From an optimization exercise on the open Yosys and OpenROAD flow, aimed at small area, a short achievable clock period and few clock cycles; shortcuts taken in it are not production practice.
Function was checked by simulation only, so behaviour that the tests miss may differ from the original.
No activity file was given, so power comes from the tool's default toggle rates.

== run a ==
## rudp_codec
module rudp_codec (
    input  wire        clk,
    input  wire        rst,
    input  wire [11:0] hb_addr,
    input  wire [31:0] hb_wdata,
    input  wire        hb_we,
    input  wire        hb_re,
    output reg  [31:0] hb_rdata,
    output wire        irq
);
    localparam integer MAX_PAYLOAD = 60;
    localparam integer TX_BYTES    = MAX_PAYLOAD;       
    localparam integer CB_BYTES    = MAX_PAYLOAD + 4;   
    localparam integer TX_WORDS    = TX_BYTES / 4;
    localparam integer CB_WORDS    = CB_BYTES / 4;
    localparam [9:0] A_ID          = 10'h000;
    localparam [9:0] A_PARAM       = 10'h001;
    localparam [9:0] A_CMD         = 10'h006;
    localparam [9:0] A_STATUS      = 10'h007;
    localparam [9:0] A_IRQ_ENABLE  = 10'h008;
    localparam [9:0] A_IRQ_PENDING = 10'h009;
    localparam [9:0] A_CBUF_LEN    = 10'h016;
    localparam [9:0] A_DEC_RESULT  = 10'h017;
    localparam [9:0] A_DEC_SEQ     = 10'h018;
    localparam [3:0] ERR_OK        = 4'd0;
    localparam [3:0] ERR_OPCODE    = 4'd1;
    localparam [3:0] ERR_RESERVED  = 4'd2;
    localparam [3:0] ERR_FLAG      = 4'd3;
    localparam [3:0] ERR_LENGTH    = 4'd4;
    localparam [3:0] ERR_MALFORMED = 4'd5;
    wire [8*TX_BYTES-1:0] txbuf;
    wire [8*CB_BYTES-1:0] cbuf;
    reg [9:0]  cbuf_len;
    reg [7:0]  dec_rcv;
    reg [7:0]  dec_exp;
    reg        dec_valid;   
    reg [7:0]  dec_flag;
    reg [15:0] dec_seqno;
    reg [5:0]  dec_plen;    
    reg [3:0]  err;
    reg [4:0]  irq_en;
    reg [4:0]  irq_pend;    
    reg        busy;        
    reg        is_dec;      
    reg        fs_ok;       
    wire [9:0] wa = hb_addr[11:2];
    wire       in_tx = (wa[9:8] == 2'b01);
    wire       in_cb = (wa[9:8] == 2'b10);
    wire [7:0] wk  = wa[7:0];
    always @(*) begin
        hb_rdata = 32'd0;
        if (in_tx) begin
  ...
Size in the first run: ~5400 cells after synthesis, roughly 1100 flip-flops, about 81 I/O pins, ~60000 um^2 of cells after synthesis.
Settings: LEC_CHECK=0, CAP_MARGIN=20, CORE_MARGIN=2, CORE_UTILIZATION=45, SETUP_SLACK_MARGIN=4, SLEW_MARGIN=20; clock period 10.0 ns.
run.sh (not shown) runs the stock make flow with config.mk's settings and CLKGATE_MAP_FILE= SYNTH_SCRIPT=/design/flow/synth_recipe.tcl, a recipe that flattens the netlist after the stock synthesis.
Testbench counts of run a, summed over its fixed seeds: cycles 12,675.
Here is what was changed in the inputs of run b compared with run a.
--- a/flow/design.v
+++ b/flow/design.v
@@ -1050,26 +1050,30 @@
         end
         for (g = 0; g < CB_BYTES; g = g + 1) begin : g_cb
             reg [7:0] q;
             if (g == 0) begin : g_sum
                 always @(posedge clk)
                     if (enc_done)
                         q <= fsum;
                     else if (cb_host_we && wk == 0)
                         q <= hb_wdata[7:0];
-            end else begin : g_byte
-                wire       we  = cb_host_we && wk == g / 4;
-                wire       cp  = enc_go && (g < 4 || c_len[5:0] > g - 4);
-                wire [7:0] src = (g < 4) ? hdr_byte[g < 4 ? g : 1] : txbuf[8*(g < 4 ? 0 : g - 4) +: 8];
+            end else if (g < 4) begin : g_hdr
                 always @(posedge clk)
-                    q <= ({8{we}} & hb_wdata[8*(g % 4) +: 8])
-                       | ({8{cp}} & src)
-                       | ({8{!(we || cp)}} & q);
+                    if (cb_host_we && wk == 0)
+                        q <= hb_wdata[8*g +: 8];
+                    else if (enc_go)
+                        q <= hdr_byte[g];
+            end else begin : g_pay
+                always @(posedge clk)
+                    if (cb_host_we && wk == g / 4)
+                        q <= hb_wdata[8*(g % 4) +: 8];
+                    else if (enc_go && c_len[5:0] > g - 4)
+                        q <= txbuf[8*(g-4) +: 8];
             end
             assign cbuf[8*g +: 8] = q;
         end
     endgenerate
     wire len_host_we = !rst && hb_we && wa == A_CBUF_LEN && !busy;
     always @(posedge clk)
         fs_ok <= !(rst || cb_host_we || len_host_we || enc_go);
     reg [4:0] pend_set;
     always @(posedge clk) begin
Findings:
Clock latency on the worst-skew pair came out higher on run b than on run a. NOTE routed wire length run a->run b decreased by more than 10%. When the final numbers for run a and run b were put side by side, the met2 wire length turned out to be smaller in run b. The maximum clock frequency of run b is higher than that of run a. Between run a and run b, delay contributed by the slowest stage of the critical path is higher for run a, run b comes in under that. Looking at run a and run b, the relative contribution of the clock network to total power is a wash. Against run a, run b comes in 4.0% higher on cell area after synthesis. Run b finished every stage and its layout cleared the timing, design-rule and antenna checks. Run b vs. run a: worst hold slack grew by 14 ps; vias per cell dropped 3.1%; power density over cell area rose 1.4%; clock skew shrank by 23 ps. Going from run a to run b, number of signal-net buffers in the layout went up by 10; die area went up by 3.9%.
Testbench counts of run b, summed over its fixed seeds: cycles 12,675.

========
## run Y
rudp_codec with an RTL version that a note above also has.
Size: roughly 1100 flip-flops, roughly 62000 um2 of cells after synthesis.
export LEC_CHECK = 0
export CAP_MARGIN = 20
export CORE_MARGIN = 2
export CORE_UTILIZATION = 45
export SETUP_SLACK_MARGIN = 4
export SLEW_MARGIN = 20
export TNS_END_PERCENT = 5
create_clock -name core_clock -period 10.0 [get_ports {clk}]
Testbench counts of run Y, summed over its fixed seeds: cycles 12,675.
Input-level comparison between run B and run Y:
diff --git a/flow/design.v b/flow/design.v
--- a/flow/design.v
+++ b/flow/design.v
@@ -1051,28 +1051,24 @@
         for (g = 0; g < CB_BYTES; g = g + 1) begin : g_cb
             reg [7:0] q;
             if (g == 0) begin : g_sum
                 always @(posedge clk)
                     if (enc_done)
                         q <= fsum;
                     else if (cb_host_we && wk == 0)
                         q <= hb_wdata[7:0];
-            end else if (g < 4) begin : g_hdr
+            end else begin : g_byte
+                wire       we  = cb_host_we && wk == g / 4;
+                wire       cp  = enc_go && (g < 4 || c_len[5:0] > g - 4);
+                wire [7:0] src = (g < 4) ? hdr_byte[g < 4 ? g : 1] : txbuf[8*(g < 4 ? 0 : g - 4) +: 8];
                 always @(posedge clk)
-                    if (cb_host_we && wk == 0)
-                        q <= hb_wdata[8*g +: 8];
-                    else if (enc_go)
-                        q <= hdr_byte[g];
-            end else begin : g_pay
-                always @(posedge clk)
-                    if (cb_host_we && wk == g / 4)
-                        q <= hb_wdata[8*(g % 4) +: 8];
-                    else if (enc_go && c_len[5:0] > g - 4)
-                        q <= txbuf[8*(g-4) +: 8];
+                    q <= ({8{we}} & hb_wdata[8*(g % 4) +: 8])
+                       | ({8{cp}} & src)
+                       | ({8{!(we || cp)}} & q);
             end
             assign cbuf[8*g +: 8] = q;
         end
     endgenerate
     wire len_host_we = !rst && hb_we && wa == A_CBUF_LEN && !busy;
     always @(posedge clk)
         fs_ok <= !(rst || cb_host_we || len_host_we || enc_go);
     reg [4:0] pend_set;
Notes after the runs:
Summary of the comparison: part of the total power dissipated in combinational logic is lower in run B, relative to run Y. The switching fraction of total power in run B sits 0.36 points above the value recorded for run Y. Standard-cell row count ends up higher on run Y. | average wire length per cell after detail routing | run B vs run Y | 5.2% higher |. Looking at source of the critical timing path, the hb_addr[2] result is from run B; the cbuf_len[0] one comes from run Y. The wire length of the first global-routing pass in run Y is 0.848 times that in run B. Diff run Y -> run B: count of mapped cells out of synthesis rose by 943, final worst clock skew went up, number of tap cells inserted -1.4%, post-route cell area shrank by 2200 um2. Relative to run Y, the overall routed net length of run B is higher by about 20%.
Testbench counts of run B, summed over its fixed seeds: cycles 12,675.

port drivers added, routing unchanged:
The results above use ideal ports. As a check the final layouts listed here were re-extracted and re-timed, cells and wires unchanged. Step 1 assumes that a clkbuf_16 drives the clock port and a buf_2 every other input. Step 2 adds t to the input delays and takes it off the output delays; t is the mean of the earliest and latest rising clock arrival at the registers after step 1. Input paths then give back, and output paths get back, about the clock's delay inside the block. a / b / c = ideal ports / drivers / drivers and shift; a / b = the first two.
run	t (ns)	setup slack, ns	latest minus earliest clock arrival (ns)	worst register clock-pin slew, ns	cell pins on the clock port's net
run a of note 1	0.856	3.442 / 3.060 / 3.060	0.061 / 0.062	0.08 / 0.08	1
run b of note 1	0.903	3.550 / 3.252 / 3.125	0.041 / 0.041	0.07 / 0.07	1
run Y of note 2	0.872	3.560 / 3.120 / 3.010	0.027 / 0.026	0.07 / 0.07	1
run B of note 2	0.861	3.377 / 2.811 / 2.811	0.081 / 0.081	0.09 / 0.09	1
After both steps setup and hold are still met in every run listed. The setup slack of run B of note 2, which loses most, moves by -0.566 ns with the drivers and by -0.566 ns with both steps.
